From an optimization exercise on the open Yosys and OpenROAD flow, aimed at small area, a short achievable clock period and few clock cycles; shortcuts taken in it are not production practice.
RTL that was checked went through simulation tests only; none was proved equivalent to the original.
Function not checked in runs 2 to 7: the RTL went through the layout flow alone.
Power is estimated from default activity; no workload was simulated.

[design/flow/flow/run.sh]
#!/bin/bash
# Layout flow: the standard ORFS flow with these changes:
#  - repair_timing keeps a setup margin, so paths are sized and buffered
#    past the clock period, and may resize cells to other footprints;
#  - ports are buffered with buf_1 cells.
set -e -o pipefail
export SETUP_SLACK_MARGIN=7.6
export BUFFER_PORTS_ARGS="-buffer_cell sky130_fd_sc_hd__buf_1"
bash standard.sh MATCH_CELL_FOOTPRINT=0 finish 2>&1 | tee standard_flow.log
[design/flow/standard.sh]
#!/bin/bash
# synth_recipe.tcl (not shown) runs the flow's synth.tcl, then flattens the netlist and writes it again
# the make line also repeats each setting of config.mk as NAME=value (left out here)
make -C /OpenROAD-flow-scripts/flow DESIGN_CONFIG=/design/flow/config.mk WORK_HOME=/design/flow/orfs CLKGATE_MAP_FILE= SYNTH_SCRIPT=/design/flow/synth_recipe.tcl "${@:-finish}"
[design/flow/config.mk]
export PLATFORM = sky130hd
export DESIGN_NAME = gfig_rx
export DESIGN_NICKNAME = gfig_rx
export VERILOG_FILES = /design/flow/design.v
export SDC_FILE = /design/flow/constraint.sdc
export NUM_CORES = 4
export LEC_CHECK = 0
export ABC_CLOCK_PERIOD_IN_PS = 3000
export CAP_MARGIN = 20
export CORE_MARGIN = 2
export CORE_UTILIZATION = 65
export CTS_BUF_LIST = sky130_fd_sc_hd__clkbuf_4 sky130_fd_sc_hd__clkbuf_8
export CTS_CLUSTER_DIAMETER = 60
export CTS_CLUSTER_SIZE = 16
export PLACE_DENSITY = 0.75
export SLEW_MARGIN = 20
[design/flow/constraint.sdc]
create_clock -name core_clock -period 11.0 [get_ports {clk}]
set_input_delay 2.2000 -clock core_clock [delete_from_list [all_inputs] [get_ports {clk}]]
set_output_delay 2.2000 -clock core_clock [all_outputs]
set_load 0.01 [all_outputs]
[design/flow/design.v]
module gfig_rx (
    input  wire         clk,
    input  wire         rst,         
    input  wire         in_valid,
    input  wire [7:0]   in_data,
    input  wire         in_last,
    output wire         in_ready,
    output reg          rep_valid,
    output reg  [2:0]   rep_code,
    output reg  [279:0] rep_data
);
    localparam [7:0] M0 = 8'hB2;
    localparam [7:0] M1 = 8'hA1;
    localparam [7:0] VERSION = 8'h01;
    localparam [2:0] R_UNKNOWN   = 3'd4;
    localparam [2:0] R_MALFORMED = 3'd5;
    localparam [2:0] R_STORM     = 3'd6;
    localparam integer D  = 35;        
    localparam integer AW = 6;
    localparam [1:0] P_HUNT = 2'd0;    
    localparam [1:0] P_FRM  = 2'd1;    
    localparam [1:0] P_UNKW = 2'd2;    
    localparam [1:0] P_SKIP = 2'd3;    
    localparam [15:0] CRC_MAGIC = 16'hC0AB;
    function [15:0] crc_byte;
        input [15:0] c;
        input [7:0]  d;
        integer j;
        reg [15:0] r;
        begin
            r = c ^ {d, 8'h00};
            for (j = 0; j < 8; j = j + 1)
                r = r[15] ? ((r << 1) ^ 16'h1021) : (r << 1);
            crc_byte = r;
        end
    endfunction
    reg       rdy;
    reg       iv, il;
    reg [7:0] id;
    assign in_ready = rdy;
    always @(posedge clk) begin
        id <= in_data;
        il <= in_last;
    end
    reg [8:0]    fm [0:D-1];           
    reg [AW-1:0] wp, rp;
    reg [AW:0]   tot;                  
    reg [AW:0]   avail;                
    reg [5:1]    a_ge;                 
    reg       hbv;                     
    reg [7:0] hb;
    reg       hf;                      
    reg       h_b2, h_a1, h_known, h_v01, h_him;
    wire [8:0] fo = fm[rp];
    always @(posedge clk) begin
        if (iv)
            fm[wp] <= {il, id};
    end
    reg [1:0]  st;
    reg        prev_b2;      
    reg [5:0]  k;            
    reg        fk2, fk3;     
    reg        fpay;         
    reg        fklo, fkend;  
    reg [1:0]  ty;           
    reg [15:0] crc;
    reg        ver_ok;
    reg        v_b2;         
    reg        t_b2, t_a1;   
    reg        lo_ok;        
    reg [3:0]  sl;           
    reg [3:0]  inv;
    reg        storm_pend;
    wire consume = hbv && a_ge[1] && (st != P_UNKW);
    wire ld      = (!hbv || consume) && (hbv ? (tot >= 2) : (tot != 0));    
    wire [3:0] sl1 = sl[3] ? 4'd8 : sl + 4'd1;
    reg [5:0] k_lo1, k_lastf;
    always @* begin
        case (ty)
            2'd1:    begin k_lo1 = 6'd13; k_lastf = 6'd12; end
            2'd2:    begin k_lo1 = 6'd61; k_lastf = 6'd38; end
            default: begin k_lo1 = 6'd11; k_lastf = 6'd11; end
        endcase
    end
    reg gate;
    always @* begin
        case (sl[2:0])
            3'd4: gate = a_ge[4];
            3'd5: gate = a_ge[3];
            3'd6: gate = a_ge[2];
            3'd7: gate = a_ge[1];
            default: gate = a_ge[5];
        endcase
        if (sl[3]) gate = 1'b1;
    end
    wire [AW:0] tot_n   = tot + iv - consume;
    wire [AW:0] avail_n = (iv && il) ? tot_n : avail - consume;
    integer q;
    reg fire, fire_now;
    reg  clr_r;
    wire in_frm = consume && (st == P_FRM);
    wire pay_wr = in_frm && fpay;
    wire [7:0] pd = hb & {8{~clr_r}};
    always @(posedge clk) begin
        for (q = 0; q < 35; q = q + 1)
            if (clr_r || (pay_wr && k == q + 4))
                rep_data[8*q +: 8] <= pd;
    end
    wire up = iv && !consume;
    wire dn = !iv && consume;
    reg  rdy_n;
    always @* begin
        case ({rdy, up, dn})
            3'b010:  rdy_n = tot <= D - 2;
            3'b001:  rdy_n = tot <= D;
            3'b110:  rdy_n = tot <= D - 3;
            3'b101:  rdy_n = tot <= D - 1;
            3'b100:  rdy_n = tot <= D - 2;
            default: rdy_n = tot <= D - 1;
        endcase
    end
    reg [5:1] a_ge_n;
    always @* begin
        for (q = 1; q <= 5; q = q + 1) begin
            if (iv && il)
                a_ge_n[q] = up ? (tot >= q - 1) : dn ? (tot >= q + 1) : (tot >= q);
            else if (consume)
                a_ge_n[q] = (q == 5) ? (avail >= 6) : a_ge[q + 1];
            else
                a_ge_n[q] = a_ge[q];
        end
    end
    reg fin, fin_ok, fin_storm;
    always @(posedge clk) begin
        if (rst) begin
            rdy <= 1'b0; iv <= 1'b0;
            wp <= 0; rp <= 0; tot <= 0; avail <= 0; a_ge <= 5'd0;
            hbv <= 1'b0;
            st <= P_HUNT; prev_b2 <= 1'b0; sl <= 4'd0; inv <= 4'd0;
            storm_pend <= 1'b0;
            rep_valid <= 1'b0;
            clr_r <= 1'b0;
            fin <= 1'b0; fin_storm <= 1'b0;
        end else begin
            iv  <= in_valid & rdy;
            rdy <= rdy_n;
            if (iv) wp <= (wp == D-1) ? 0 : wp + 1'b1;
            if (ld) rp <= (rp == D-1) ? 0 : rp + 1'b1;
            tot   <= tot_n;
            avail <= avail_n;
            a_ge  <= a_ge_n;
            if (ld) begin
                hbv     <= 1'b1;
                hb      <= fo[7:0];
                hf      <= fo[8];
                h_b2    <= (fo[7:0] == M0);
                h_a1    <= (fo[7:0] == M1);
                h_known <= (fo[7:0] == 8'h01) || (fo[7:0] == 8'h02) || (fo[7:0] == 8'h03);
                h_v01   <= (fo[7:0] == VERSION);
                h_him   <= (fo[7:0] == crc[15:8]);
            end else if (consume) begin
                hbv <= 1'b0;
            end
            rep_valid  <= 1'b0;
            storm_pend <= 1'b0;
            clr_r      <= 1'b0;
            fin        <= 1'b0;
            fin_storm  <= 1'b0;
            if (storm_pend) begin
                rep_valid <= 1'b1;
                rep_code  <= R_STORM;
            end
            if (fin) begin
                rep_valid  <= 1'b1;
                rep_code   <= fin_ok ? {1'b0, ty} : R_MALFORMED;
                storm_pend <= fin_storm;
            end
            fire = 1'b0;
            fire_now = 1'b0;
            if (st == P_UNKW) begin
                if (gate) fire = 1'b1;
            end else if (consume) begin
                sl <= sl1;
                case (st)
                    P_HUNT: begin
                        if (prev_b2 && h_a1) begin
                            st   <= P_FRM;
                            k    <= 6'd2;
                            fk2  <= 1'b1; fk3 <= 1'b0; fpay <= 1'b0;
                            fklo <= 1'b0; fkend <= 1'b0;
                            crc  <= CRC_MAGIC;
                            clr_r <= 1'b1;
                            if (hf && sl1[3]) sl <= 4'd2;
                        end
                        prev_b2 <= h_b2;
                    end
                    P_FRM: begin
                        k     <= k + 6'd1;
                        fk2   <= 1'b0;
                        fk3   <= fk2;
                        fpay  <= fk3 || (fpay && (k != k_lastf));
                        fklo  <= !fk2 && !fk3 && (k == k_lo1);
                        fkend <= fklo;
                        if (fk2) begin
                            ver_ok <= h_v01;
                            v_b2   <= h_b2;
                            crc    <= crc_byte(crc, hb);
                            if (hf && sl1[3]) sl <= 4'd3;
                        end else if (fk3) begin
                            t_b2 <= h_b2;
                            t_a1 <= h_a1;
                            if (h_known) begin
                                ty  <= hb[1:0];
                                crc <= crc_byte(crc, hb);
                            end else if (gate) begin
                                fire = 1'b1;
                                fire_now = 1'b1;
                            end else begin
                                st <= P_UNKW;
                            end
                        end else if (fkend) begin
                            fin    <= 1'b1;
                            fin_ok <= ver_ok && lo_ok && h_him;
                            sl <= 4'd0;
                            st <= P_HUNT;
                            prev_b2 <= 1'b0;
                            if (ver_ok && lo_ok && h_him) begin
                                inv <= 4'd0;
                            end else begin
                                clr_r <= 1'b1;
                                if (inv == 4'd10) begin
                                    inv <= 4'd0;
                                    fin_storm <= 1'b1;
                                    if (!hf) begin
                                        st <= P_SKIP;
                                        sl <= 4'd8;
                                    end
                                end else begin
                                    inv <= inv + 4'd1;
                                end
                            end
                        end else if (fklo) begin
                            lo_ok <= (hb == crc[7:0]);
                        end else begin
                            crc <= crc_byte(crc, hb);
                        end
                    end
                    P_SKIP: begin
                        if (hf && sl1[3]) begin
                            st <= P_HUNT;
                            prev_b2 <= 1'b0;
                            sl <= 4'd0;
                        end
                    end
                    default: ;
                endcase
            end
            if (fire) begin
                rep_valid <= 1'b1;
                rep_code  <= R_UNKNOWN;
                if (inv == 4'd10) begin
                    inv <= 4'd0;
                    storm_pend <= 1'b1;
                    prev_b2 <= 1'b0;
                    if (fire_now && hf && sl1[3]) begin
                        st <= P_HUNT;
                        sl <= 4'd0;
                    end else begin
                        st <= P_SKIP;
                        sl <= fire_now ? sl1 : sl;
                    end
                end else begin
                    inv <= inv + 4'd1;
                    sl  <= 4'd3;
                    if (v_b2 && (fire_now ? h_a1 : t_a1)) begin
                        st   <= P_FRM;
                        k    <= 6'd2;
                        fk2  <= 1'b1; fk3 <= 1'b0; fpay <= 1'b0;
                        fklo <= 1'b0; fkend <= 1'b0;
                        crc  <= CRC_MAGIC;
                        clr_r <= 1'b1;
                    end else begin
                        st <= P_HUNT;
                        prev_b2 <= fire_now ? h_b2 : t_b2;
                    end
                end
            end
        end
    end
endmodule
==> metrics.md, run 1 <==
| Metric | Value |
|---|---|
| Status | no timing/DRC/antenna violations |
| Total power | 0.005706 W |
| Overall routing resource usage | 0.2926 |
| Wire per inst | 25.78 µm |
| Seq/Total Area, Yosys | 0.7477 |
| Die area | 44320 µm² |
| Initial Utilization | 0.6595 |
| CTS tree | done |
| Worst path bufs/invs | 1 |
| Kind of critical path | reg -> out |
| Sequential Power Share | 0.567 |
| Routed wire length | 65.91 mm |
| Setup Skew | 0.04582 ns |
| Maximum root-to-sink buffer count | 3 |
| Avg Cell Area, Syn | 16.58 µm² |
| Clk sink count | 712 |
| Post-DP HPWL | 42.45 mm |
| Grt ovf | 0 |
| Area growth syn-to-layout | 11.30% |
| Top cells by area, synth | edfxtp_1 70%, dfxtp_1 4.7%, mux4_2 4.2%, mux2i_1 2.5%, ha_1 1.9% |
| Via-to-Cell Ratio | 6.307 |
| Yosys cell types | 73 |
| Root buf cell | clkbuf_8 |
| IO Count | 297 |
| Tmin final | 3.459 ns |
| CP Max Fanout | 1 |
| Clk Latency, worst-skew pair | 0.69 ns |
| PortBufs | 296 |
| Syn Inst Count | 1672 |
| PwrDens | 184.9 nW/µm² |
| Top FF cell, synth | edfxtp_1 |
| Critical path's largest stage delay | 0.43 ns |
| Fin. Hold Viols | 0 |
| Switching part of the total | 0.2785 |
| H-tree depth | 2 |
| FMAX | 289.1 MHz |
| Syn Nets | 1727 |
| Vias in the first global route | 15630 |
| Post-synth ARST share | 0 |
| Hold Crit Class | reg -> reg |
| Critical path's slowest cell | edfxtp_1 |
| Largest area contributor in the netlist | edfxtp_1 |
| RSZ-0062 raised after global routing | true |
| Slew Limit Fails | 0 |
| Via count | 16130 |
| Worst hold slack | 0.4433 ns |
| P_sw | 0.001589 W |
| Crit-path cells | clkbuf_2 |
| WP data required | 8.80 ns |
| Data arrival, critical path | 1.26 ns |
| First-pass iteration count of the detailed router | 5 |
| Share of the clock period used by the worst path after layout | 0.3144 |
| Antenna-violating nets left | 0 |
| Initial DRC Count | 1589 |
| Startpoint Class | register |
| Least-Margin Pin Slew | 1.125 ns |
| Crit path capture type | output pin |
| Most frequent cells in the layout | 647 x edfxtp_1, 243 x clkbuf_2, 121 x nor2_1 |
| Setup TNS | 0 ns |
| # nets final | 2043 |
| Cell-internal power | 0.004117 W |
| Yosys reg bits | 712 |
| CTS Buf Count | 52 |
| Commonest non-fill, non-tap cell in the layout | edfxtp_1 |
| Yosys top cell area share | 0.7008 |
| First-pass GRT wire length | 96.28 mm |
| # setup viols final | 0 |
| Syn. warnings | 1 |
| Max-cap viol count | 0 |
| Mapped Area | 27720 µm² |
| CP top delay family | flip-flops |
| Die W | 210.5 µm |
| Clock share of power | 0.241 |
| Share of post-route cells with drive strength above 1 | 0.2341 |
| Gp weighted congestion | 0.8490 |
| Post-synth EDFFs | 647 |
| Pleak | 10.47 nW |
| Die extent in y | 210.5 µm |
| Final core occ | 0.7340 |
| Core Rows | 75 |
| Pin count of the biggest net entering global routing | 56 |
| Comb pwr share | 0.192 |
| # DRC | 0 |
| Worst slew margin | 0.2473 |
| Initial antenna violation count | 1 |
| Peak supply drop | 0.1614 mV |
| CORE AREA | 42040 µm² |
| Reg clk slew, reported paths | 0.10 ns |
## logic make-up (layout without fill, tap and decap cells)
| family | count (synthesis) | count (layout) | share of synthesized area |
|---|---|---|---|
| compound gates | 263 | 263 | 0.06255 |
| xor+xnor | 66 | 66 | 0.02085 |
| fa+ha+maj | 43 | 43 | 0.01968 |
| buf+inv | 107 | 451 | 0.01900 |
| flops | 712 | 712 | 0.7477 |
| mux | 121 | 121 | 0.06761 |
| other cells | 0 | 2 | 0 |
| simple gates | 360 | 360 | 0.06260 |
## routing by layer
metal	global-route usage	up-vias	wire, µm
li1	-	7039	-
met1	0.3842	8106	24720
met2	0.5092	846	34090
met3	0.04559	136	5013
met4	0.09228	0	2086
met5	0	-	0
## Yosys cell counts, drive strengths merged (31+ instances only)
| cell | number |
|---|---|
| o21ai | 46 |
| nor2 | 125 |
| mux2i | 69 |
| xnor2 | 35 |
| o21bai | 38 |
| nand3 | 35 |
| inv | 46 |
| xor2 | 31 |
| a21oi | 58 |
| clkbuf | 32 |
| nand2 | 85 |
| a22oi | 41 |
| edfxtp | 647 |
| dfxtp | 65 |
| mux4 | 52 |
| ha | 42 |
## worst register-to-register path: stages, from the launching register on
cell and delay [ns]:
dfxtp_4 0.73, buf_12 0.46, mux2i_1 0.18, a22oi_1 0.22, a21oi_1 0.15, nor4_1 0.65, xor2_1 0.16, nor4_1 0.33
nand3_1 0.12, o31ai_1 0.08
## repair_timing
| action | 4_1_cts | 5_1_grt |
|---|---|---|
| resized for setup | 207 | 126 |
| gates cloned | 1 | 0 |
| pin swaps | 0 | 1 |
| buffers inserted | 2 | 3 |
| setup endpoints to repair | 391 | 385 |
| hold buffers | 0 | 0 |
## area by class of cell
class | instances | area, µm²
Timing Repair inverter | 1 | 7.507
Fill cell | 2642 | 11180
Clock buffer | 72 | 878.3
Antenna cell | 2 | 5.005
Multi-Input combinational cell | 853 | 6528
Tap cell | 539 | 674.4
Inverter | 47 | 180.2
Clock inverter | 10 | 111.4
Sequential cell | 712 | 20750
Timing Repair Buffer | 321 | 1724
## through the flow
step / area (µm²) / worst slack [ns] / std cells
after floorplan: 27740 / 7.757 / 1672
after global placement: 29350 / 6.764 / 2467
after detailed placement: 29360 / 6.693 / 2467
after CTS: 30640 / 7.495 / 2552
after global routing: 30850 / 7.486 / 2556
final: 30860 / 7.541 / 2557
## flip-flops by register name, summed over array words and instances (netlist names), 4 cells and up, named ones only
register  count
avail         7
tot           7
a_ge          5
wp            6
rp            6
crc          16
k             6
inv           4
fm          315
hb            8
rep_data    280
id            8
sl            4
## power by group through the flow
stage	clock [W]	combinational [W]	sequential, W
after floorplan	0	0.000816	0.00324
after global placement	0	0.00103	0.00331
after detailed placement	0	0.00105	0.00331
after CTS	0.00138	0.00109	0.00323
after global routing	0.00148	0.00119	0.00324
final	0.00138	0.00110	0.00323
## path summary, 6_finish.rpt
| kind | slack (ns) | start | cells past startpoint | to |
|---|---|---|---|---|
| worst max-delay path | 7.54 | rep_data[134] | 1 | rep_data[134] |
| worst min register to register | 0.44 | fin_storm | 2 | storm_pend |
| worst max register to register | 7.78 | register | 9 | h_him |
| worst min-delay path | 0.44 | fin_storm | 2 | storm_pend |
Testbench counts, summed over its fixed seeds: cycles 186,711.
==> run 2, diff against run 1 <==
--- a/design/flow/design.v
+++ b/design/flow/design.v
@@ -16,5 +16,6 @@
     localparam [2:0] R_MALFORMED = 3'd5;
     localparam [2:0] R_STORM     = 3'd6;
-    localparam integer D  = 35;        
+    localparam integer D  = 34;        
+    localparam integer TOTMAX = D + 1;   
     localparam integer AW = 6;
     localparam [1:0] P_HUNT = 2'd0;    
@@ -35,12 +36,9 @@
         end
     endfunction
-    reg       rdy;
-    reg       iv, il;
-    reg [7:0] id;
+    reg  rdy;
     assign in_ready = rdy;
-    always @(posedge clk) begin
-        id <= in_data;
-        il <= in_last;
-    end
+    wire iv = in_valid & rdy;      
+    wire il = in_last;
+    wire [7:0] id = in_data;
     reg [8:0]    fm [0:D-1];           
     reg [AW-1:0] wp, rp;
@@ -111,11 +109,8 @@
     reg  rdy_n;
     always @* begin
-        case ({rdy, up, dn})
-            3'b010:  rdy_n = tot <= D - 2;
-            3'b001:  rdy_n = tot <= D;
-            3'b110:  rdy_n = tot <= D - 3;
-            3'b101:  rdy_n = tot <= D - 1;
-            3'b100:  rdy_n = tot <= D - 2;
-            default: rdy_n = tot <= D - 1;
+        case ({up, dn})
+            2'b10:   rdy_n = tot <= TOTMAX - 2;
+            2'b01:   rdy_n = tot <= TOTMAX;
+            default: rdy_n = tot <= TOTMAX - 1;
         endcase
     end
@@ -134,5 +129,5 @@
     always @(posedge clk) begin
         if (rst) begin
-            rdy <= 1'b0; iv <= 1'b0;
+            rdy <= 1'b0;
             wp <= 0; rp <= 0; tot <= 0; avail <= 0; a_ge <= 5'd0;
             hbv <= 1'b0;
@@ -143,5 +138,4 @@
             fin <= 1'b0; fin_storm <= 1'b0;
         end else begin
-            iv  <= in_valid & rdy;
             rdy <= rdy_n;
             if (iv) wp <= (wp == D-1) ? 0 : wp + 1'b1;
--- a/design/flow/flow/run.sh
+++ b/design/flow/flow/run.sh
@@ -5,5 +5,5 @@
 #  - ports are buffered with buf_1 cells.
 set -e -o pipefail
-export SETUP_SLACK_MARGIN=7.6
+export SETUP_SLACK_MARGIN=7.45
 export BUFFER_PORTS_ARGS="-buffer_cell sky130_fd_sc_hd__buf_1"
 bash standard.sh MATCH_CELL_FOOTPRINT=0 finish 2>&1 | tee standard_flow.log
--- a/design/flow/config.mk
+++ b/design/flow/config.mk
@@ -10,7 +10,6 @@
 export CORE_MARGIN = 2
 export CORE_UTILIZATION = 65
-export CTS_BUF_LIST = sky130_fd_sc_hd__clkbuf_4 sky130_fd_sc_hd__clkbuf_8
-export CTS_CLUSTER_DIAMETER = 60
-export CTS_CLUSTER_SIZE = 16
+export CTS_CLUSTER_DIAMETER = 80
+export CTS_CLUSTER_SIZE = 26
 export PLACE_DENSITY = 0.75
 export SLEW_MARGIN = 20
==> metrics.md, run 2 <==
| Metric | Value |
|---|---|
| Status | no timing/DRC/antenna violations |
| Syn Inst Count | 1639 |
| Multi-input logic area | 6618 µm² |
| Most frequent cells in the layout | 638 x edfxtp_1, 295 x buf_1, 107 x nor2_1 |
| Seq/Total Area, Yosys | 0.7460 |
| Maximum root-to-sink buffer count | 3 |
| Post-synth ARST share | 0 |
| Startpoint Class | register |
| R2R cell count | 10 |
| Post-DP HPWL | 43.33 mm |
| Antenna-violating nets left | 0 |
| Hold endpoint | ver_ok |
| Pleak | 9.521 nW |
| Via count | 15850 |
| Clk Latency, worst-skew pair | 0.59 ns |
| Least-Margin Pin Slew | 1.050 ns |
| R2r setup slk | 7.47 ns |
| Wire per inst | 25.96 µm |
| H-tree depth | 2 |
| Grt ovf | 0 |
| Largest Register | fm |
| Area growth syn-to-layout | 11.31% |
| Avg Cell Area, Syn | 16.57 µm² |
| Syn Nets | 1692 |
| IO Count | 297 |
| Gp weighted congestion | 0.9206 |
| Max-cap viol count | 0 |
| CTS tree | done |
| CTS Buf Count | 35 |
| Initial antenna violation count | 0 |
| CP Max Fanout | 41 |
| Crit path capture type | register |
| FMAX | 283.0 MHz |
| Synth Area in Compound Gates | 0.05902 |
| Yosys reg bits | 693 |
| Yosys top cell area share | 0.7055 |
| Initial Utilization | 0.6621 |
| PwrDens | 188.9 nW/µm² |
| Post-synth EDFFs | 638 |
| Yosys cell types | 70 |
| Setup TNS | 0 ns |
| Initial DRC Count | 1788 |
| Fillers | 2466 |
| Peak supply drop | 0.1345 mV |
| # DRC | 0 |
| HP Start | h_v01 |
| Count leader, synth | edfxtp_1 |
| Mux contribution to synthesized area | 0.07413 |
| CORE AREA | 41020 µm² |
| Root buf cell | clkbuf_16 |
| # nets final | 2000 |
| Core Rows | 74 |
| Max reg flops | 306 |
| Syn. warnings | 1 |
| First-pass GRT wire length | 96.41 mm |
| Hold Crit Class | reg -> reg |
| Die extent in y | 208.4 µm |
| Tmin final | 3.533 ns |
| Largest area contributor in the netlist | edfxtp_1 |
| First-pass iteration count of the detailed router | 7 |
| Biggest regs | fm: 306 flops, rep_data: 280 flops, crc: 16 flops |
| Share of post-route cells with drive strength above 1 | 0.09934 |
| # setup viols final | 0 |
| Data arrival, critical path | 3.85 ns |
| Fin. Hold Viols | 0 |
| Reg clk slew, reported paths | 0.10 ns |
| Setup Skew | 0.02326 ns |
| RSZ-0062 raised after global routing | true |
| Overall routing resource usage | 0.3004 |
| Worst hold path cell count | 0 |
| Register area | 20270 µm² |
| Worst slew margin | 0.2993 |
| Kind of critical path | reg -> reg |
| Die area | 43430 µm² |
| Die W | 208.4 µm |
| Mapped Area | 27160 µm² |
| Synth Area in Adders | 0.01917 |
| Fraction of the mapped netlist area in simple logic gates | 0.06224 |
| WP data required | 11.32 ns |
| Routed wire length | 64.78 mm |
| Vias in the first global route | 15010 |
| PortBufs | 296 |
| Share of the clock period used by the worst path after layout | 0.3212 |
| Synth cell count leaders | 638 x edfxtp_1, 118 x nor2_1, 77 x mux2i_1 |
| Via-to-Cell Ratio | 6.354 |
| Largest family of logic cells by synthesized area | multiplexers |
| Top cells by area, synth | edfxtp_1 71%, dfxtp_1 4.1%, mux4_2 3.2%, mux2i_1 2.8%, ha_1 1.8% |
| Total power | 0.005709 W |
| Worst r2r dst | h_b2 |
| Number of inserted diodes | 0 |
| Pin count of the biggest net entering global routing | 47 |
| Xor/xnor share of the synthesized area | 0.02193 |
| Slew Limit Fails | 0 |
| Commonest non-fill, non-tap cell in the layout | edfxtp_1 |
| Clk sink count | 693 |
| Top FF cell, synth | edfxtp_1 |
==> run 2: final cells by class <==
type	instances	share of cell area
Sequential cell	693	0.6705
Tap cell	532	0.02202
Inverter	38	0.005133
Multi-Input combinational cell	839	0.2189
Clock buffer	45	0.03162
Timing Repair Buffer	340	0.04839
Clock inverter	8	0.003394
==> run 2: worst max-delay path, stage by stage (launching register included) <==
cell and delay [ns]:
dfxtp_2 0.33, buf_4 0.49, nor2b_1 0.22, buf_4 0.26, a22oi_1 0.28, a21oi_1 0.21
nor4_1 0.73, mux2i_1 0.22, and3_1 0.27, nand3_1 0.12, nor4_1 0.06
==> run 2: worst max path at each step <==
stage	startpoint	cells past startpoint	end	slack, ns
after global routing	st[0]	8	rep_data[233]	7.38
after detailed placement	in_valid	5	fm[8][3]	6.77
after global placement	in_valid	13	avail[6]	6.81
after CTS	st[0]	8	rep_data[225]	7.48
final	register	10	h_b2	7.47
after floorplan	in_valid	13	avail[6]	7.16
==> run 2: through the flow <==
step | utilization | std cells | area, µm² | setup slack [ns] | hold WS (ns)
global route | 0.7370 | 2495 | 30230 | 7.383 | 0.4505
finish | 0.7370 | 2495 | 30230 | 7.467 | 0.4356
detailed placement | 0.7078 | 2437 | 29030 | 6.774 | 0.4167
global placement | 0.7078 | 2437 | 29030 | 6.806 | 0.4181
floorplan | - | 1639 | 27270 | 7.162 | 0.4003
CTS | 0.7349 | 2491 | 30140 | 7.476 | 0.4396
==> run 2: logic make-up (layout without fill, tap and decap cells) <==
group,Yosys count,in the layout
and+or+nand+nor,346,346
DFF,693,693
muxes,134,134
AOI/OAI and AO/OA,250,250
buffers and inverters,107,431
adders and majority gates,41,41
xor gates and xnor gates,68,68
==> run 2: power by group <==
part	internal [W]	switching [W]	total, W
sequential	0.00306	0.000104	0.00316
combinational	0.000430	0.000677	0.00111
clock	0.000637	0.000804	0.00144
total	0.00412	0.00159	0.00571
==> run 2: layer usage <==
metal / global-route usage / share of wire / vias to the layer above
li1: - / - / 6928
met1: 0.4023 / 0.38 / 7853
met2: 0.5168 / 0.51 / 932
met3: 0.03442 / 0.079 / 139
met4: 0.1079 / 0.034 / 0
met5: 0 / 0 / -
==> run 2: timing repair <==
item,4_1_cts,5_1_grt
hold buffers,0,0
pin swaps,0,1
endpoints found under the setup margin,187,227
setup buffers,1,4
resized for setup,25,15
==> run 3, diff against run 2 <==
--- a/design/flow/flow/run.sh
+++ b/design/flow/flow/run.sh
@@ -5,5 +5,5 @@
 #  - ports are buffered with buf_1 cells.
 set -e -o pipefail
-export SETUP_SLACK_MARGIN=7.45
+export SETUP_SLACK_MARGIN=7.6
 export BUFFER_PORTS_ARGS="-buffer_cell sky130_fd_sc_hd__buf_1"
 bash standard.sh MATCH_CELL_FOOTPRINT=0 finish 2>&1 | tee standard_flow.log
==> metrics.md, run 3 <==
| Metric | Value |
|---|---|
| First-pass iteration count of the detailed router | 6 |
| Syn. warnings | 1 |
| Kind of critical path | reg -> out |
| Core Rows | 74 |
| Syn Nets | 1692 |
| Startpoint Class | register |
| Worst hold slack | 0.4538 ns |
| Wire per inst | 25.85 µm |
| Vias in the first global route | 14870 |
| Clk sink count | 693 |
| DR WL met2 | 31.53 mm |
| Commonest non-fill, non-tap cell in the layout | edfxtp_1 |
| Mapped Area | 27160 µm² |
| Root buf cell | clkbuf_16 |
| Slew Limit Fails | 0 |
| Largest Register | fm |
| Biggest regs | fm: 306 flops, rep_data: 280 flops, crc: 16 flops |
| Worst hold path cell count | 0 |
| Count leader, synth | edfxtp_1 |
| Crit path capture type | output pin |
| Die W | 208.4 µm |
| Share of the clock period used by the worst path after layout | 0.3157 |
| Hold Crit Class | reg -> reg |
| Number of inserted diodes | 0 |
| Top cells by area, synth | edfxtp_1 71%, dfxtp_1 4.1%, mux4_2 3.2%, mux2i_1 2.8%, ha_1 1.8% |
| R2r setup slk | 7.76 ns |
| Initial DRC Count | 2002 |
| Least-Margin Pin Slew | 1.064 ns |
| Post-synth ARST share | 0 |
| Setup TNS | 0 ns |
| Met1 WL | 25.91 mm |
| Worst r2r dst | h_b2 |
| Via count | 15830 |
| Avg Cell Area, Syn | 16.57 µm² |
| Die area | 43430 µm² |
| RSZ-0062 raised after global routing | true |
| Fin. Hold Viols | 0 |
| Antenna-violating nets left | 0 |
| Pleak | 9.952 nW |
| PwrDens | 183.6 nW/µm² |
| Synth cell count leaders | 638 x edfxtp_1, 118 x nor2_1, 77 x mux2i_1 |
| Maximum root-to-sink buffer count | 3 |
| CTS Buf Count | 31 |
| CP top delay family | flip-flops |
| # DRC | 0 |
| Fillers | 2501 |
| Via-to-Cell Ratio | 6.320 |
| P_sw | 0.001548 W |
| HP Start | h_v01 |
| Peak supply drop | 0.1452 mV |
| CORE AREA | 41020 µm² |
| # nets final | 2000 |
| Max-cap viol count | 0 |
| Tmin final | 3.472 ns |
| FMAX | 288.0 MHz |
| Pin count of the biggest net entering global routing | 58 |
| Worst slew margin | 0.2831 |
| Critical path's largest stage delay | 0.47 ns |
| Hold endpoint | ver_ok |
| Worst path bufs/invs | 1 |
| Most frequent cells in the layout | 638 x edfxtp_1, 142 x clkbuf_2, 137 x buf_1 |
| Yosys cell types | 70 |
| Overall routing resource usage | 0.2949 |
| Share of post-route cells with drive strength above 1 | 0.1902 |
| Syn Inst Count | 1639 |
| Top FF cell, synth | edfxtp_1 |
| Clk Latency, worst-skew pair | 0.64 ns |
| Crit-path cells | clkbuf_2 |
| WP data required | 8.80 ns |
| Yosys top cell area share | 0.7055 |
| Switching part of the total | 0.2759 |
| Initial Utilization | 0.6621 |
| Sequential Power Share | 0.565 |
| Setup Skew | 0.03444 ns |
| CTS tree | done |
| Initial antenna violation count | 0 |
| Met3 routed WL | 5.498 mm |
| First-pass GRT wire length | 95.50 mm |
| Cell-internal power | 0.004062 W |
| Critical path's slowest cell | edfxtp_1 |
| CP Max Fanout | 1 |
| Largest area contributor in the netlist | edfxtp_1 |
| H-tree depth | 1 |
| Post-synth EDFFs | 638 |
| Yosys reg bits | 693 |
| PortBufs | 296 |
| # setup viols final | 0 |
| Comb pwr share | 0.197 |
| Area growth syn-to-layout | 12.52% |
| Grt ovf | 0 |
| Max reg flops | 306 |
| IO Count | 297 |
| Gp weighted congestion | 0.8747 |
| Post-DP HPWL | 43.13 mm |
| Routed wire length | 64.73 mm |
| Seq/Total Area, Yosys | 0.7460 |
| Data arrival, critical path | 1.27 ns |
| Reg clk slew, reported paths | 0.10 ns |
| R2R cell count | 10 |
| Die extent in y | 208.4 µm |
| Max layer used | met4 |
| Status | no timing/DRC/antenna violations |
| Clock share of power | 0.238 |
[run 3: power groups by stage]
stage / combinational (W) / sequential [W] / clock (W)
after floorplan: 0.000805 / 0.00316 / 0
after global placement: 0.00105 / 0.00323 / 0
after detailed placement: 0.00106 / 0.00323 / 0
after CTS: 0.00109 / 0.00317 / 0.00136
after global routing: 0.00119 / 0.00318 / 0.00144
final: 0.00111 / 0.00317 / 0.00134
[run 3: per-layer routing]
metal,global-route usage,vias to the layer above
li1,-,6947
met1,0.4233,7868
met2,0.4864,890
met3,0.04377,120
met4,0.07045,0
met5,0,-
[run 3: kinds of logic after synthesis]
| group | share of synthesized area |
|---|---|
| simple gates | 0.06224 |
| xor+xnor | 0.02193 |
| flops | 0.7460 |
| mux | 0.07413 |
| compound gates | 0.05902 |
| buf+inv | 0.01751 |
| fa+ha+maj | 0.01917 |
[run 3: per-stage QoR]
| stage | cells | setup slack (ns) | power, W | utilization | area [µm²] |
|---|---|---|---|---|---|
| 2_1_floorplan | 1639 | 7.162 | 0.003963 | - | 27410 |
| 3_3_place_gp | 2432 | 6.651 | 0.004279 | 0.7102 | 29130 |
| 3_5_place_dp | 2433 | 6.603 | 0.004288 | 0.7103 | 29130 |
| 4_1_cts | 2499 | 7.519 | 0.005607 | 0.7408 | 30390 |
| 5_1_grt | 2504 | 7.494 | 0.005813 | 0.7450 | 30560 |
| 6_report | 2504 | 7.528 | 0.005610 | 0.7450 | 30560 |
[run 3: layout make-up]
type                    count  area (µm²)  area share
inverters                  38       158.9    0.005200
clock inverters             7       91.34    0.002989
multi-input cells         839        6759      0.2212
clock buffers              51       850.8     0.02784
repair inverters            1       5.005   0.0001638
repair buffers            343        1753     0.05737
well taps                 532       665.6     0.02178
flip-flops and latches    693       20270      0.6635
[run 3: worst max-delay path by stage]
stage,to,startpoint,slack (ns),depth (start not counted)
after global placement,fm[16][2],in_valid,6.65,5
after floorplan,avail[6],in_valid,7.16,13
after CTS,rep_data[0],rep_data[0],7.52,1
after detailed placement,fm[16][4],in_valid,6.60,5
after global routing,rep_data[0],rep_data[0],7.49,1
final,rep_data[0],rep_data[0],7.53,1
[run 3: repair_timing]
action | in CTS | in global routing
hold buffers | 0 | 0
gates cloned | 1 | 0
setup endpoints to repair | 428 | 218
setup buffers | 7 | 5
pin swaps | 2 | 4
gates resized for setup | 142 | 82
==> run 4, diff against run 3 <==
--- a/design/flow/config.mk
+++ b/design/flow/config.mk
@@ -9,7 +9,7 @@
 export CAP_MARGIN = 20
 export CORE_MARGIN = 2
-export CORE_UTILIZATION = 65
+export CORE_UTILIZATION = 55
 export CTS_CLUSTER_DIAMETER = 80
 export CTS_CLUSTER_SIZE = 26
-export PLACE_DENSITY = 0.75
+export PLACE_DENSITY = 0.65
 export SLEW_MARGIN = 20
==> metrics.md, run 4 <==
| Metric | Value |
|---|---|
| Status | no timing/DRC/antenna violations |
| IO Count | 297 |
| Die W | 226.2 µm |
| WP data required | 8.80 ns |
| # nets final | 2006 |
| Critical path's largest stage delay | 0.46 ns |
| Post-Layout Cell Count | 2637 |
| Number of inserted diodes | 0 |
| Initial DRC Count | 1584 |
| Largest Register | fm |
| Worst path bufs/invs | 1 |
| H-tree depth | 2 |
| Share of the clock period used by the worst path after layout | 0.3108 |
| Seq/Total Area, Yosys | 0.7460 |
| CP top delay family | flip-flops |
| # setup viols final | 0 |
| Wire per inst | 24.52 µm |
| Syn Nets | 1692 |
| Commonest non-fill, non-tap cell in the layout | edfxtp_1 |
| Setup Skew | 0.02022 ns |
| First-pass iteration count of the detailed router | 5 |
| Setup TNS | 0 ns |
| Max-cap viol count | 0 |
| Placement Cell Area | 29310 µm² |
| Crit-path cells | clkbuf_2 |
| Hold Crit Class | reg -> reg |
| Post-route cell area | 30720 µm² |
| Area growth syn-to-layout | 13.10% |
| Largest area contributor in the netlist | edfxtp_1 |
| # DRC | 0 |
| Maximum root-to-sink buffer count | 3 |
| Initial antenna violation count | 0 |
| Synth cell count leaders | 638 x edfxtp_1, 118 x nor2_1, 77 x mux2i_1 |
| Grt ovf | 0 |
| Crit path capture type | output pin |
| Antenna-violating nets left | 0 |
| Root buf cell | clkbuf_16 |
| FMAX | 292.5 MHz |
| Core Rows | 81 |
| Worst hold path cell count | 0 |
| Overall routing resource usage | 0.2515 |
| Avg Cell Area, Syn | 16.57 µm² |
| Yosys reg bits | 693 |
| Yosys top cell area share | 0.7055 |
| Most frequent cells in the layout | 638 x edfxtp_1, 277 x buf_1, 86 x nor2_1 |
| PwrDens | 188.1 nW/µm² |
| CTS tree | done |
| Worst hold slack | 0.4135 ns |
| Post-DP HPWL | 42.73 mm |
| Post-synth EDFFs | 638 |
| Clk Latency, worst-skew pair | 0.59 ns |
| Reg clk slew, reported paths | 0.10 ns |
| Post-synth ARST share | 0 |
| Share of post-route cells with drive strength above 1 | 0.1267 |
| R2r startpoint | sl[0] |
| Die extent in y | 226.2 µm |
| Slew Limit Fails | 0 |
| Via-to-Cell Ratio | 5.892 |
| Initial Utilization | 0.5559 |
| Max reg flops | 306 |
| CP Max Fanout | 1 |
| Biggest regs | fm: 306 flops, rep_data: 280 flops, crc: 16 flops |
| Yosys cell types | 70 |
| Fin. Hold Viols | 0 |
| HP Start | h_v01 |
| Cell count after placement | 2566 |
| Total power | 0.005777 W |
| RSZ-0062 raised after global routing | true |
| Worst r2r dst | k[1] |
| Startpoint Class | register |
| Tmin final | 3.419 ns |
| Top cells by area, synth | edfxtp_1 71%, dfxtp_1 4.1%, mux4_2 3.2%, mux2i_1 2.8%, ha_1 1.8% |
| Routed wire length | 64.67 mm |
| PortBufs | 296 |
| Vias in the first global route | 14730 |
| Mapped Area | 27160 µm² |
| Via count | 15540 |
| Data arrival, critical path | 1.22 ns |
| Hold endpoint | ver_ok |
| Die area | 51170 µm² |
| Kind of critical path | reg -> out |
| Least-Margin Pin Slew | 0.9002 ns |
| Syn Inst Count | 1639 |
| Critical path's slowest cell | edfxtp_1 |
| Top FF cell, synth | edfxtp_1 |
| Clk sink count | 693 |
| First-pass GRT wire length | 94.67 mm |
| Count leader, synth | edfxtp_1 |
| CORE AREA | 48850 µm² |
| R2r setup slk | 7.79 ns |
| Syn. warnings | 1 |
| Gp weighted congestion | 0.8744 |
| R2R cell count | 11 |
| Peak supply drop | 0.1634 mV |
| CTS Buf Count | 36 |
| Worst slew margin | 0.3990 |
| Pleak | 9.642 nW |
| Pin count of the biggest net entering global routing | 60 |
==> run 4: cell counts after synthesis <==
No cell type changed its count.
==> run 4: layer usage <==
layer / vias up / wire, µm / part of all wire / GRT usage
met1: 7826 / 26440 / 0.41 / 0.3403
li1: 6945 / - / - / -
met5: - / 0 / 0 / 0
met2: 677 / 31770 / 0.49 / 0.4247
met3: 89 / 4969 / 0.077 / 0.04215
met4: 0 / 1492 / 0.023 / 0.06876
==> run 4: per-stage QoR <==
stage	worst slack, ns	util
after global placement	6.696	0.6000
after floorplan	7.162	-
after global routing	7.535	0.6288
after CTS	7.524	0.6271
after detailed placement	6.640	0.6000
final	7.581	0.6288
==> run 4: logic make-up (layout without fill, tap and decap cells) <==
kind of cell	count (synthesis)	in the layout	synth area share
XOR/XNOR	68	68	0.02193
AO/OA/AOI/OAI	250	250	0.05902
flip-flops	693	693	0.7460
adder cells (fa/ha/maj)	41	41	0.01917
multiplexers	134	134	0.07413
AND/OR/NAND/NOR	346	346	0.06224
buffers and inverters	107	441	0.01751
==> run 4: repair_timing <==
item,CTS,global route
pin swaps,7,10
resized for setup,59,17
buffers inserted,9,4
setup endpoints to repair,381,39
hold buffers,0,0
==> run 4: how the worst max path moves through the flow <==
| stage | startpoint | endpoint | depth (start not counted) |
|---|---|---|---|
| 6_report | rep_data[258] | rep_data[258] | 1 |
| 3_5_place_dp | in_valid | fm[16][0] | 5 |
| 4_1_cts | rep_data[258] | rep_data[258] | 1 |
| 3_3_place_gp | in_valid | fm[16][0] | 5 |
| 2_1_floorplan | in_valid | avail[6] | 13 |
| 5_1_grt | rep_data[258] | rep_data[258] | 1 |
==> run 4: final cells by class <==
| class | instances | area, µm² |
|---|---|---|
| sequential | 693 | 20270 |
| fill | 3556 | 18130 |
| multi-input combinational | 839 | 6743 |
| timing repair buffer | 345 | 1579 |
| clock buffer | 43 | 948.4 |
| tap | 664 | 830.8 |
| clock inverter | 15 | 191.4 |
| inverter | 38 | 155.1 |
==> run 4: power by group <==
part           switching [W]  internal, W
logic               0.000695     0.000441
registers          0.0000825      0.00306
clock network       0.000833     0.000669
total                0.00161      0.00417
==> run 4: worst reg2reg max path, stage by stage (launching register included) <==
cell and delay (ns):
dfxtp_1 0.44, inv_1 0.11, ha_1 0.23, o31a_1 0.27
o221ai_1 0.46, nand2_1 0.23, mux2_2 0.32, nand2_1 0.13
nor3_2 0.06, buf_4 0.22, nor2_1 0.36, nand3_1 0.11
==> run 5, diff against run 4 <==
--- a/design/flow/config.mk
+++ b/design/flow/config.mk
@@ -9,7 +9,7 @@
 export CAP_MARGIN = 20
 export CORE_MARGIN = 2
-export CORE_UTILIZATION = 55
-export CTS_CLUSTER_DIAMETER = 80
-export CTS_CLUSTER_SIZE = 26
-export PLACE_DENSITY = 0.65
+export CORE_UTILIZATION = 65
+export CTS_CLUSTER_DIAMETER = 60
+export CTS_CLUSTER_SIZE = 22
+export PLACE_DENSITY = 0.75
 export SLEW_MARGIN = 20
==> metrics.md, run 5 <==
| Metric | Value |
|---|---|
| Mapped Area | 27160 µm² |
| Crit-path cells | clkbuf_2 |
| Yosys top cell area share | 0.7055 |
| Kind of critical path | reg -> out |
| Via count | 16060 |
| Via-to-Cell Ratio | 6.384 |
| Pleak | 9.756 nW |
| Syn Inst Count | 1639 |
| IO Count | 297 |
| Largest Register | fm |
| RSZ-0062 raised after global routing | true |
| CP Max Fanout | 1 |
| CP top delay family | flip-flops |
| Synth cell count leaders | 638 x edfxtp_1, 118 x nor2_1, 77 x mux2i_1 |
| Peak supply drop | 0.2335 mV |
| First-pass GRT wire length | 97.35 mm |
| Wire per inst | 26.18 µm |
| First-pass iteration count of the detailed router | 6 |
| CTS tree | done |
| Grt ovf | 0 |
| Post-DP HPWL | 43.13 mm |
| Reg clk slew, reported paths | 0.08 ns |
| Commonest non-fill, non-tap cell in the layout | edfxtp_1 |
| FMAX | 294.9 MHz |
| Avg Cell Area, Syn | 16.57 µm² |
| Gp weighted congestion | 0.8747 |
| Yosys reg bits | 693 |
| PortBufs | 296 |
| Share of post-route cells with drive strength above 1 | 0.1336 |
| Biggest regs | fm: 306 flops, rep_data: 280 flops, crc: 16 flops |
| Routed wire length | 65.85 mm |
| # setup viols final | 0 |
| # DRC | 0 |
| Syn Nets | 1692 |
| Die area | 43430 µm² |
| Antenna-violating nets left | 0 |
| Worst slew margin | 0.2976 |
| Startpoint Class | register |
| Vias in the first global route | 15170 |
| Seq/Total Area, Yosys | 0.7460 |
| Overall routing resource usage | 0.3030 |
| Max reg flops | 306 |
| Tmin final | 3.391 ns |
| Initial antenna violation count | 0 |
| Share of the clock period used by the worst path after layout | 0.3083 |
| Count leader, synth | edfxtp_1 |
| Pin count of the biggest net entering global routing | 58 |
| Top FF cell, synth | edfxtp_1 |
| Initial DRC Count | 1930 |
| Setup TNS | 0 ns |
| Least-Margin Pin Slew | 1.050 ns |
| Critical path's largest stage delay | 0.44 ns |
| Number of inserted diodes | 0 |
| Core Rows | 74 |
| WP data required | 8.80 ns |
| CORE AREA | 41020 µm² |
| Status | no timing/DRC/antenna violations |
| Die extent in y | 208.4 µm |
| PwrDens | 192.9 nW/µm² |
| Critical path's slowest cell | edfxtp_1 |
| Die W | 208.4 µm |
| Worst path bufs/invs | 1 |
| Root buf cell | clkbuf_16 |
| Crit path capture type | output pin |
| Worst hold slack | 0.4478 ns |
| # nets final | 2012 |
| Top cells by area, synth | edfxtp_1 71%, dfxtp_1 4.1%, mux4_2 3.2%, mux2i_1 2.8%, ha_1 1.8% |
| Setup Skew | 0.02172 ns |
| Most frequent cells in the layout | 638 x edfxtp_1, 273 x buf_1, 87 x nor2_1 |
| Data arrival, critical path | 1.19 ns |
| Fin. Hold Viols | 0 |
| CTS Buf Count | 43 |
| Area growth syn-to-layout | 13.33% |
| Slew Limit Fails | 0 |
| H-tree depth | 2 |
| Post-synth ARST share | 0 |
| Hold Crit Class | reg -> reg |
| Total power | 0.005938 W |
| Post-synth EDFFs | 638 |
| Initial Utilization | 0.6621 |
| Clk sink count | 693 |
| Clk Latency, worst-skew pair | 0.59 ns |
| Maximum root-to-sink buffer count | 3 |
| Number of hold buffers added after cts | 0 |
| Largest area contributor in the netlist | edfxtp_1 |
| Yosys cell types | 70 |
| Max-cap viol count | 0 |
| Syn. warnings | 1 |
run 5: cell counts after synthesis:
No cell type changed its count.
run 5: final timing paths:
path,from,end,slack [ns],cells past startpoint
min reg2reg,h_v01,ver_ok,0.45,0
max,rep_data[0],rep_data[0],7.61,1
min,h_v01,ver_ok,0.45,0
max reg2reg,register,h_b2,7.68,9
run 5: repair_timing:
action	in CTS	in global routing
setup endpoints to repair	355	59
pin swaps	2	10
cloned	1	0
resized for setup	33	29
buffers inserted	7	5
run 5: routing by layer:
| layer | routed length (µm) | global-route usage | up-vias |
|---|---|---|---|
| met1 | 25580 | 0.4226 | 7936 |
| met5 | 0 | 0 | - |
| met2 | 31910 | 0.4914 | 1024 |
| met3 | 6397 | 0.06189 | 134 |
| met4 | 1962 | 0.08956 | 0 |
| li1 | - | - | 6962 |
run 5: cells by family (layout without fill, tap and decap cells):
logic type	after synthesis	count (layout)	synth area share
fa+ha+maj	41	41	0.01917
xor+xnor	68	68	0.02193
flops	693	693	0.7460
buf+inv	107	451	0.01751
compound gates	250	250	0.05902
simple gates	346	346	0.06224
mux	134	134	0.07413
run 5: area by class of cell:
type,instances,area [µm²]
sequential,693,20270
fill,2457,10240
multi-input combinational,839,6764
timing repair buffer,343,1568
clock buffer,50,1122
tap,532,665.6
clock inverter,19,224.0
inverter,38,158.9
timing repair inverter,1,5.005
run 5: power by group:
part | switching [W] | internal (W) | total, W
combinational | 0.000668 | 0.000445 | 0.00111
sequential | 0.000110 | 0.00306 | 0.00317
clock | 0.000875 | 0.000784 | 0.00166
run 5: metrics by stage:
stage | util | std cells | instance area (µm²) | worst slack [ns]
floorplan | - | 1639 | 27410 | 7.162
global placement | 0.7102 | 2432 | 29130 | 6.651
detailed placement | 0.7103 | 2433 | 29130 | 6.603
CTS | 0.7472 | 2510 | 30650 | 7.441
global route | 0.7504 | 2515 | 30780 | 7.534
finish | 0.7504 | 2515 | 30780 | 7.609
==> run 6, diff against run 5 <==
--- a/design/flow/design.v
+++ b/design/flow/design.v
@@ -36,9 +36,12 @@
         end
     endfunction
-    reg  rdy;
+    reg       rdy;
+    reg       iv, il;
+    reg [7:0] id;
     assign in_ready = rdy;
-    wire iv = in_valid & rdy;      
-    wire il = in_last;
-    wire [7:0] id = in_data;
+    always @(posedge clk) begin
+        id <= in_data;
+        il <= in_last;
+    end
     reg [8:0]    fm [0:D-1];           
     reg [AW-1:0] wp, rp;
@@ -109,7 +112,10 @@
     reg  rdy_n;
     always @* begin
-        case ({up, dn})
-            2'b10:   rdy_n = tot <= TOTMAX - 2;
-            2'b01:   rdy_n = tot <= TOTMAX;
+        case ({rdy, up, dn})
+            3'b010:  rdy_n = tot <= TOTMAX - 2;
+            3'b001:  rdy_n = tot <= TOTMAX;
+            3'b110:  rdy_n = tot <= TOTMAX - 3;
+            3'b101:  rdy_n = tot <= TOTMAX - 1;
+            3'b100:  rdy_n = tot <= TOTMAX - 2;
             default: rdy_n = tot <= TOTMAX - 1;
         endcase
@@ -129,5 +135,5 @@
     always @(posedge clk) begin
         if (rst) begin
-            rdy <= 1'b0;
+            rdy <= 1'b0; iv <= 1'b0;
             wp <= 0; rp <= 0; tot <= 0; avail <= 0; a_ge <= 5'd0;
             hbv <= 1'b0;
@@ -138,4 +144,5 @@
             fin <= 1'b0; fin_storm <= 1'b0;
         end else begin
+            iv  <= in_valid & rdy;
             rdy <= rdy_n;
             if (iv) wp <= (wp == D-1) ? 0 : wp + 1'b1;
--- a/design/flow/config.mk
+++ b/design/flow/config.mk
@@ -10,6 +10,6 @@
 export CORE_MARGIN = 2
 export CORE_UTILIZATION = 65
-export CTS_CLUSTER_DIAMETER = 60
-export CTS_CLUSTER_SIZE = 22
+export CTS_CLUSTER_DIAMETER = 80
+export CTS_CLUSTER_SIZE = 26
 export PLACE_DENSITY = 0.75
 export SLEW_MARGIN = 20
==> metrics.md, run 6 <==
| Metric | Value |
|---|---|
| Yosys cell types | 64 |
| Number of inserted diodes | 0 |
| Largest area contributor in the netlist | edfxtp_1 |
| Kind of critical path | reg -> out |
| IO Count | 297 |
| Yosys top cell area share | 0.6988 |
| PortBufs | 296 |
| Worst slew margin | 0.2236 |
| CP Max Fanout | 1 |
| Critical path's slowest cell | edfxtp_1 |
| Routed wire length | 63.96 mm |
| CTS Buf Count | 31 |
| Maximum root-to-sink buffer count | 3 |
| Worst path bufs/invs | 1 |
| Seq/Total Area, Yosys | 0.7462 |
| Antenna-violating nets left | 0 |
| Count leader, synth | edfxtp_1 |
| Gp weighted congestion | 0.8844 |
| Pleak | 9.701 nW |
| Initial Utilization | 0.6566 |
| Overall routing resource usage | 0.2894 |
| Grt ovf | 0 |
| Die area | 43840 µm² |
| Initial antenna violation count | 1 |
| # nets final | 2013 |
| FMAX | 289.4 MHz |
| Startpoint Class | register |
| Top FF cell, synth | edfxtp_1 |
| CP top delay family | flip-flops |
| WP data required | 8.80 ns |
| Slew Limit Fails | 0 |
| Wire per inst | 25.35 µm |
| Yosys reg bits | 703 |
| RSZ-0062 raised after global routing | true |
| Vias in the first global route | 15280 |
| Root buf cell | clkbuf_16 |
| Fillers | 2604 |
| CORE AREA | 41760 µm² |
| First-pass iteration count of the detailed router | 5 |
| Biggest regs | fm: 306 flops, rep_data: 280 flops, crc: 16 flops |
| Data arrival, critical path | 1.26 ns |
| Avg Cell Area, Syn | 16.43 µm² |
| Setup TNS | 0 ns |
| Die W | 209.4 µm |
| Max-cap viol count | 0 |
| Setup Skew | 0.01593 ns |
| Largest Register | fm |
| Crit-path cells | clkbuf_2 |
| Syn Inst Count | 1669 |
| Share of the clock period used by the worst path after layout | 0.3141 |
| Pin count of the biggest net entering global routing | 61 |
| Total power | 0.005558 W |
| CTS tree | done |
| Commonest non-fill, non-tap cell in the layout | edfxtp_1 |
| Clk Latency, worst-skew pair | 0.62 ns |
| Post-synth ARST share | 0 |
| Via-to-Cell Ratio | 6.266 |
| Synth cell count leaders | 638 x edfxtp_1, 116 x nor2_1, 89 x nand2_1 |
| PwrDens | 183.3 nW/µm² |
| Hold Crit Class | reg -> reg |
| Most frequent cells in the layout | 638 x edfxtp_1, 250 x buf_1, 109 x nor2_1 |
| Area growth syn-to-layout | 10.59% |
| Initial DRC Count | 1621 |
| Syn. warnings | 1 |
| Crit path capture type | output pin |
| Least-Margin Pin Slew | 1.160 ns |
| Post-DP HPWL | 42.19 mm |
| Share of post-route cells with drive strength above 1 | 0.1109 |
| Clk sink count | 703 |
| Reg clk slew, reported paths | 0.11 ns |
| Status | no timing/DRC/antenna violations |
| Fin. Hold Viols | 0 |
| Via count | 15810 |
| Top cells by area, synth | edfxtp_1 70%, dfxtp_1 4.7%, mux4_2 4.1%, mux2i_1 2.6%, ha_1 1.9% |
| Critical path's largest stage delay | 0.46 ns |
| Post-synth EDFFs | 638 |
| Syn Nets | 1723 |
| H-tree depth | 1 |
| # DRC | 0 |
| Tmin final | 3.455 ns |
| Peak supply drop | 0.1465 mV |
| First-pass GRT wire length | 94.30 mm |
| # setup viols final | 0 |
| Mapped Area | 27420 µm² |
| Core Rows | 75 |
| Die extent in y | 209.4 µm |
| Max reg flops | 306 |
-- run 6: changes by cell type after synthesis, moves of 9 or more --
cell,before,now
and3_1,6,15
dfxtp_1,55,65
mux4_1,10,0
mux4_2,38,50
nand2_1,71,89
nor4_1,16,6
o21ai_0,67,40
o21bai_1,2,40
-- run 6: final timing paths --
| check | cells after the start | startpoint | end | slack (ns) |
|---|---|---|---|---|
| setup reg to reg | 8 | register | h_a1 | 7.70 |
| hold / removal | 0 | h_v01 | ver_ok | 0.44 |
| hold reg to reg | 0 | h_v01 | ver_ok | 0.44 |
| setup / recovery | 1 | rep_data[69] | rep_data[69] | 7.54 |
-- run 6: cells by family (layout without fill, tap and decap cells) --
logic type,count (synthesis),after routing,share of synthesized area
AO/OA/AOI/OAI,258,258,0.06307
adder cells (fa/ha/maj),42,42,0.01944
AND/OR/NAND/NOR,356,356,0.06188
flip-flops,703,703,0.7462
XOR/XNOR,69,69,0.02204
buffers and inverters,113,428,0.01752
multiplexers,128,128,0.06982
-- run 6: report_power, final --
part	internal (W)	leakage, nW	switching (W)	total, W
registers	0.00309	6.29	0.0000860	0.00317
logic	0.000401	2.97	0.000647	0.00105
clock network	0.000562	0.446	0.000775	0.00134
-- run 6: routing by layer --
metal  global-route usage  wire, µm  vias to the layer above
met5                    0        13                        -
met4               0.1017      2468                        2
met3              0.03726      4405                      150
met2               0.5000     32720                      756
met1               0.3847     24350                     7943
li1                     -         -                     6959
-- run 6: area by class of cell --
type	instances	area [µm²]	share of cell area
clock buffer	54	893.4	0.02946
clock inverter	4	35.03	0.001155
inverter	41	161.4	0.005323
multi-input combinational	853	6584	0.2171
sequential	703	20480	0.6753
tap	539	674.4	0.02224
timing repair buffer	328	1493	0.04923
timing repair inverter	1	5.005	0.0001651
-- run 6: timing repair --
item                                    in CTS  in global routing
cloned                                       1                  0
buffers inserted                             2                  3
gates resized for setup                     27                 63
hold endpoints to repair                     0                  0
endpoints found under the setup margin      71                303
hold buffers                                 0                  0
-- run 6: per-stage QoR --
stage	hold slack, ns	cells	instance area, µm²	utilization	setup WS (ns)
2_1_floorplan	0.4003	1669	27420	-	7.638
3_3_place_gp	0.4117	2458	29130	0.6975	7.110
3_5_place_dp	0.4152	2459	29140	0.6978	7.034
4_1_cts	0.4397	2520	30150	0.7220	7.503
5_1_grt	0.4529	2523	30320	0.7261	7.509
6_report	0.4364	2523	30320	0.7261	7.545
==> run 7, diff against run 6 <==
--- a/design/flow/config.mk
+++ b/design/flow/config.mk
@@ -9,7 +9,7 @@
 export CAP_MARGIN = 20
 export CORE_MARGIN = 2
-export CORE_UTILIZATION = 65
+export CORE_UTILIZATION = 55
 export CTS_CLUSTER_DIAMETER = 80
 export CTS_CLUSTER_SIZE = 26
-export PLACE_DENSITY = 0.75
+export PLACE_DENSITY = 0.65
 export SLEW_MARGIN = 20
==> metrics.md, run 7 <==
| Metric | Value |
|---|---|
| Status | no timing/DRC/antenna violations |
| Hold Crit Class | reg -> reg |
| Least-Margin Pin Slew | 1.164 ns |
| Commonest non-fill, non-tap cell in the layout | edfxtp_1 |
| Fraction of the mapped netlist area in simple logic gates | 0.06188 |
| Post-Layout Cell Count | 2649 |
| Sequential Power Share | 0.560 |
| Clk Latency, worst-skew pair | 0.59 ns |
| First-pass iteration count of the detailed router | 5 |
| Count leader, synth | edfxtp_1 |
| Synth Area in Compound Gates | 0.06307 |
| Data arrival, critical path | 1.20 ns |
| Mapped Area | 27420 µm² |
| Biggest regs | fm: 306 flops, rep_data: 280 flops, crc: 16 flops |
| # DRC | 0 |
| Critical path's largest stage delay | 0.45 ns |
| Yosys reg bits | 703 |
| Comb pwr share | 0.179 |
| H-tree depth | 2 |
| Vias in the first global route | 14920 |
| Initial Utilization | 0.5589 |
| WP data required | 8.80 ns |
| Overall routing resource usage | 0.2511 |
| Top cells by area, synth | edfxtp_1 70%, dfxtp_1 4.7%, mux4_2 4.1%, mux2i_1 2.6%, ha_1 1.9% |
| RSZ-0062 raised after global routing | true |
| Synth cell count leaders | 638 x edfxtp_1, 116 x nor2_1, 89 x nand2_1 |
| Mux contribution to synthesized area | 0.06982 |
| Largest area contributor in the netlist | edfxtp_1 |
| Top FF cell, synth | edfxtp_1 |
| FMAX | 293.8 MHz |
| Syn Nets | 1723 |
| Area growth syn-to-layout | 11.81% |
| Cell-internal power | 0.004125 W |
| PortBufs | 296 |
| Crit path capture type | output pin |
| Seq/Total Area, Yosys | 0.7462 |
| Critical path's slowest cell | edfxtp_1 |
| Cell count after placement | 2587 |
| CP Max Fanout | 1 |
| Slew Limit Fails | 0 |
| Reg clk slew, reported paths | 0.10 ns |
| Syn Inst Count | 1669 |
| Via count | 15520 |
| Gp weighted congestion | 0.8694 |
| Die extent in y | 227.3 µm |
| Fin. Hold Viols | 0 |
| Pleak | 9.788 nW |
| Share of the clock period used by the worst path after layout | 0.3094 |
| Clk sink count | 703 |
| Pin count of the biggest net entering global routing | 57 |
| Syn. warnings | 1 |
| Die area | 51650 µm² |
| Setup TNS | 0 ns |
| Routed wire length | 65.40 mm |
| Max reg flops | 306 |
| Clock share of power | 0.261 |
| Fillers | 3625 |
| Antenna-violating nets left | 0 |
| Maximum root-to-sink buffer count | 3 |
| Synth Area in Adders | 0.01944 |
| PwrDens | 185.5 nW/µm² |
| Most frequent cells in the layout | 638 x edfxtp_1, 288 x buf_1, 102 x nor2_1 |
| Kind of critical path | reg -> out |
| Worst path bufs/invs | 1 |
| Die W | 227.3 µm |
| CP top delay family | flip-flops |
| Largest family of logic cells by synthesized area | multiplexers |
| Final worst-path setup slack | 7.597 ns |
| Switching part of the total | 0.2746 |
| CTS tree | done |
| Initial DRC Count | 1435 |
| Xor/xnor share of the synthesized area | 0.02204 |
| Yosys top cell area share | 0.6988 |
| Grt ovf | 0 |
| Post-DP HPWL | 43.85 mm |
| Yosys cell types | 64 |
| Total power | 0.005687 W |
| Root buf cell | clkbuf_16 |
| CTS Buf Count | 36 |
| Wire per inst | 24.69 µm |
| IO Count | 297 |
| Post-synth ARST share | 0 |
| Largest Register | fm |
| Max-cap viol count | 0 |
| Core Rows | 81 |
| Peak supply drop | 0.1834 mV |
| Worst slew margin | 0.2210 |
| Share of post-route cells with drive strength above 1 | 0.1108 |
| P_sw | 0.001562 W |
| Number of inserted diodes | 0 |
| Tmin final | 3.403 ns |
| # setup viols final | 0 |
| CORE AREA | 49050 µm² |
| # nets final | 2019 |
| Initial antenna violation count | 0 |
| Post-Place Worst Slack | 7.037 ns |
| First-pass GRT wire length | 95.05 mm |
| Avg Cell Area, Syn | 16.43 µm² |
| Via-to-Cell Ratio | 5.858 |
| Startpoint Class | register |
| Crit-path cells | buf_6 |
| Setup Skew | 0.02069 ns |
| Post-synth EDFFs | 638 |
==> run 7: cell count changes in the layout (fill, tap and decap cells not counted), sizes merged <==
cell / change
buf: +33
clkinv: +4
inv: +6
clkinvlp: -1
clkbuf: -41
==> run 7: power by group through the flow <==
| stage | clock [W] | combinational (W) | sequential [W] |
|---|---|---|---|
| 2_1_floorplan | 0 | 0.000738 | 0.00319 |
| 3_3_place_gp | 0 | 0.000979 | 0.00325 |
| 3_5_place_dp | 0 | 0.000993 | 0.00325 |
| 4_1_cts | 0.00151 | 0.00102 | 0.00318 |
| 5_1_grt | 0.00159 | 0.00111 | 0.00320 |
| 6_report | 0.00148 | 0.00102 | 0.00318 |
==> run 7: path summary, 6_finish.rpt <==
check	cells after the start	end	startpoint	slack (ns)
worst max-delay path	1	rep_data[120]	rep_data[120]	7.60
worst min-delay path	2	storm_pend	fin_storm	0.46
worst max register to register	8	rep_data[269]	st[1]	7.62
worst min register to register	2	storm_pend	fin_storm	0.46
==> run 7: through the flow <==
step           instance area [µm²]    util  hold slack, ns
2_1_floorplan                27420       -          0.4003
3_3_place_gp                 29310  0.5974          0.4429
3_5_place_dp                 29340  0.5981          0.4469
4_1_cts                      30520  0.6223          0.4609
5_1_grt                      30660  0.6250          0.4831
6_report                     30660  0.6250          0.4566
==> run 7: cell type report <==
type	count	area (µm²)	area share
Clock inverter	13	148.9	0.004857
Clock buffer	45	944.7	0.03082
Sequential cell	703	20470	0.6678
Inverter	41	157.7	0.005143
Timing Repair inverter	1	5.005	0.0001633
Multi-Input combinational cell	853	6688	0.2182
Timing Repair Buffer	329	1410	0.04600
Tap cell	664	830.8	0.02710
==> run 7: repair_timing <==
action	CTS	global route
buffers inserted	2	0
resized for setup	22	30
endpoints found under the setup margin	69	287
hold buffers	0	0
cloned	1	0
==> run 7: metal layers <==
layer	vias to the layer above	global-route usage	routed length (µm)
li1	6983	-	-
met1	7875	0.3453	26760
met2	569	0.4258	32880
met3	92	0.03149	3988
met4	0	0.07126	1768
met5	-	0	0
==> run 7: cells by family after synthesis <==
logic type,after synthesis
flip-flops,703
multiplexers,128
adder cells (fa/ha/maj),42
XOR/XNOR,69
AO/OA/AOI/OAI,258
AND/OR/NAND/NOR,356
buffers and inverters,113

afterwards: timing with drivers on the ports:
Ports are ideal in the flow. The routed layouts listed here were re-timed in OpenROAD. Step 1: set_driving_cell puts a clkbuf_16 on clk and a buf_2 on each other input, an assumption about the parent block. Step 2 also shifts input and output timing later by t, the mid clock arrival at the registers, as if the neighbouring blocks saw the same clock. a / b / c = ideal / step 1 / step 2; a / b = the first two.
run | t (ns) | setup WS [ns] | worst setup path after step 2 | worst slew at a driven data input, ns | cell pins on the clock port's net
run 1 | 0.724 | 7.541 / 7.487 / 7.300 | input to register | 0.04 | 1
run 2 | 0.636 | 7.467 / 7.467 / 6.954 | input to register | 0.03 | 1
run 3 | 0.686 | 7.528 / 7.468 / 7.008 | input to register | 0.04 | 1
run 4 | 0.639 | 7.581 / 7.521 / 7.051 | input to register | 0.04 | 1
run 5 | 0.647 | 7.609 / 7.546 / 7.007 | input to register | 0.07 | 1
run 6 | 0.669 | 7.545 / 7.490 / 7.437 | input to register | 0.05 | 1
run 7 | 0.637 | 7.597 / 7.539 / 7.182 | input to register | 0.04 | 1
After both steps every run listed still meets setup and hold. For run 5, which loses most, drivers alone change the setup slack by -0.063 ns; drivers and shift together by -0.602 ns.
